What follows belongs to an exercise in optimizing a design on an open flow for a short achievable clock period and few clock cycles; a production flow would make more cautious choices.
Only simulation tests tie the RTL to the original design; equivalence was not proved.
Power and IR drop assume default switching activity.

// gfe
module gfe #(
    parameter RXMAX = 128
) (
    input  wire        clk,
    input  wire        rst,
    input  wire        cmd_valid,
    output wire        cmd_ready,
    input  wire [23:0] cmd_word,
    output wire        rsp_valid,
    input  wire        rsp_ready,
    output wire [3:0]  rsp_rc,
    output wire [15:0] rsp_val,
    output wire [2:0]  rsp_nout,
    output wire [39:0] rsp_out
);
    localparam RXDMAX = RXMAX - 6;
    localparam LW     = $clog2(RXMAX + 1);   
    localparam IW     = $clog2(RXMAX);       
    localparam QN     = 5;                   
    localparam [3:0] RC_OK = 4'd0, RC_ILLEGAL = 4'd1, RC_SEQ = 4'd2,
                     RC_RANGE = 4'd3, RC_OVF = 4'd4, RC_TRAIL = 4'd5;
    localparam [7:0] OP_NOP     = 8'h00, OP_GET     = 8'h01,
                     OP_CRC_CLR = 8'h10, OP_CRC_PUT = 8'h11,
                     OP_ESC_PUT = 8'h20, OP_UNE_CLR = 8'h21,
                     OP_UNE_PUT = 8'h22, OP_UNE_END = 8'h23,
                     OP_TX_START = 8'h30, OP_TX_PUT = 8'h31,
                     OP_TX_END  = 8'h32, OP_TX_CLR  = 8'h33,
                     OP_RX_CLR  = 8'h40, OP_RX_PUT  = 8'h41,
                     OP_RX_END  = 8'h42, OP_RX_LD   = 8'h43;
    localparam [2:0] ST_FILL = 3'd0, ST_FRAME = 3'd1, ST_ACKD = 3'd2,
                     ST_EMPTY = 3'd3, ST_SHORT = 3'd4, ST_TYPE = 3'd5,
                     ST_CSUM = 3'd6, ST_OVFL = 3'd7;
    function [15:0] crc_byte;
        input [15:0] r;
        input [7:0]  d;
        integer k;
        reg   [15:0] t;
        begin
            t = r;
            for (k = 7; k >= 0; k = k - 1) begin
                if (t[15])
                    t = {t[14:0], d[k]} ^ 16'h1021;
                else
                    t = {t[14:0], d[k]};
            end
            crc_byte = t;
        end
    endfunction
    function in_escset;
        input [7:0] b;
        begin
            in_escset = (b == 8'h0D) || (b == 8'h06) || (b == 8'h1B) ||
                        (b == 8'h80) || (b == 8'h40);
        end
    endfunction
    localparam [15:0] G_FF = 16'h00FF;   
    reg rst_r;
    always @(posedge clk) rst_r <= rst;
    wire kill = rst | rst_r;
    reg        rdy_r;
    reg [2:0]  occ;           
    reg        h_v;           
    reg [62:0] h_d;
    reg [2:0]  f_n;           
  ...
Size: about 4600 cells after synthesis, about 1700 flip-flops, ~93 I/O pins, roughly 67000 µm² of cells after synthesis.
export LEC_CHECK = 0
export ABC_CLOCK_PERIOD_IN_PS = 2500
export CAP_MARGIN = 20
export CORE_MARGIN = 2
export CORE_UTILIZATION = 40
export CTS_CLUSTER_DIAMETER = 140
export CTS_CLUSTER_SIZE = 24
export PLACE_DENSITY = 0.7
export SLEW_MARGIN = 20
create_clock -name core_clock -period 8.0 [get_ports {clk}]
standard.sh (not shown) runs the stock make flow with config.mk's settings and CLKGATE_MAP_FILE= SYNTH_SCRIPT=/design/flow/synth_recipe.tcl, a recipe that flattens the netlist after the stock synthesis.
==> flow/flow/run.sh <==
#!/bin/bash
set -euo pipefail
bash standard.sh SETUP_SLACK_MARGIN=5.5 place > standard_place.log 2>&1
RES=orfs/results/sky130hd/gfe/base openroad -no_init -exit flow/pull_outputs.tcl > pull_outputs.log 2>&1
bash standard.sh SETUP_SLACK_MARGIN=5.5 finish > standard_flow.log 2>&1
==> flow/flow/pull_outputs.tcl <==
# Move each register that drives an output port's buffer alone next to that
# buffer, then legalize. The netlist is not changed.
read_db $::env(RES)/3_place.odb
set block [ord::get_db_block]
set moved 0
foreach bterm [$block getBTerms] {
  if {[$bterm getIoType] != "OUTPUT"} { continue }
  set net [$bterm getNet]
  if {$net == "NULL"} { continue }
  set buf ""
  foreach it [$net getITerms] { if {[$it isOutputSignal]} { set buf [$it getInst] } }
  if {$buf == ""} { continue }
  set innet ""
  foreach it [$buf getITerms] { if {[$it isInputSignal]} { set innet [$it getNet] } }
  if {$innet == "" || $innet == "NULL"} { continue }
  if {[llength [$innet getITerms]] != 2} { continue }
  set ff ""
  foreach it [$innet getITerms] { if {[$it isOutputSignal]} { set ff [$it getInst] } }
  if {$ff == ""} { continue }
  if {![string match "*dfxtp*" [[$ff getMaster] getName]]} { continue }
  set loc [$buf getLocation]
  $ff setLocation [lindex $loc 0] [lindex $loc 1]
  incr moved
}
puts "moved $moved registers"
detailed_placement
check_placement
write_db $::env(RES)/3_place.odb
The baseline produced a clean layout.
Testbench counts at the start, summed over its fixed seeds: cycles 35,470.
Edit:
==> flow/flow/run.sh (replaced) <==
#!/bin/bash
set -euo pipefail
bash standard.sh SETUP_SLACK_MARGIN=5.4 finish > standard_flow.log 2>&1
--- a/flow/config.mk
+++ b/flow/config.mk
@@ -10,6 +10,5 @@
 export CORE_MARGIN = 2
-export CORE_UTILIZATION = 40
+export CORE_UTILIZATION = 50
 export CTS_CLUSTER_DIAMETER = 140
 export CTS_CLUSTER_SIZE = 24
-export PLACE_DENSITY = 0.7
 export SLEW_MARGIN = 20
removed: flow/flow/pull_outputs.tcl
Synthesized cell count stays the same.
Combinational power came out lower by 14%.
First-iteration DRC count came out lower by 10%.

port drivers added, routing unchanged:
The results above use ideal ports. As a check the final layouts listed here were re-extracted and re-timed, cells and wires unchanged. Step 1 assumes that a clkbuf_16 drives the clock port and a buf_2 every other input. Step 2 moves the port delays by t, midway between the first and last clock arrival at a register: inputs arrive t later, outputs are due t later. That takes back most of the time a late clock gives input paths. a / b / c = ideal ports / drivers / drivers and shift; a / b = the first two.
run	t, ns	slack for setup (ns)	latest minus earliest clock arrival (ns)	slew at the worst register clock pin (ns)
the first run	0.815	5.192 / 5.119 / 4.673	0.046 / 0.046	0.11 / 0.11
the second run	0.797	5.163 / 5.091 / 4.591	0.060 / 0.060	0.11 / 0.11
After both steps every run listed still meets setup and hold. For the second run, which loses most, drivers alone change the setup slack by -0.072 ns; drivers and shift together by -0.572 ns.
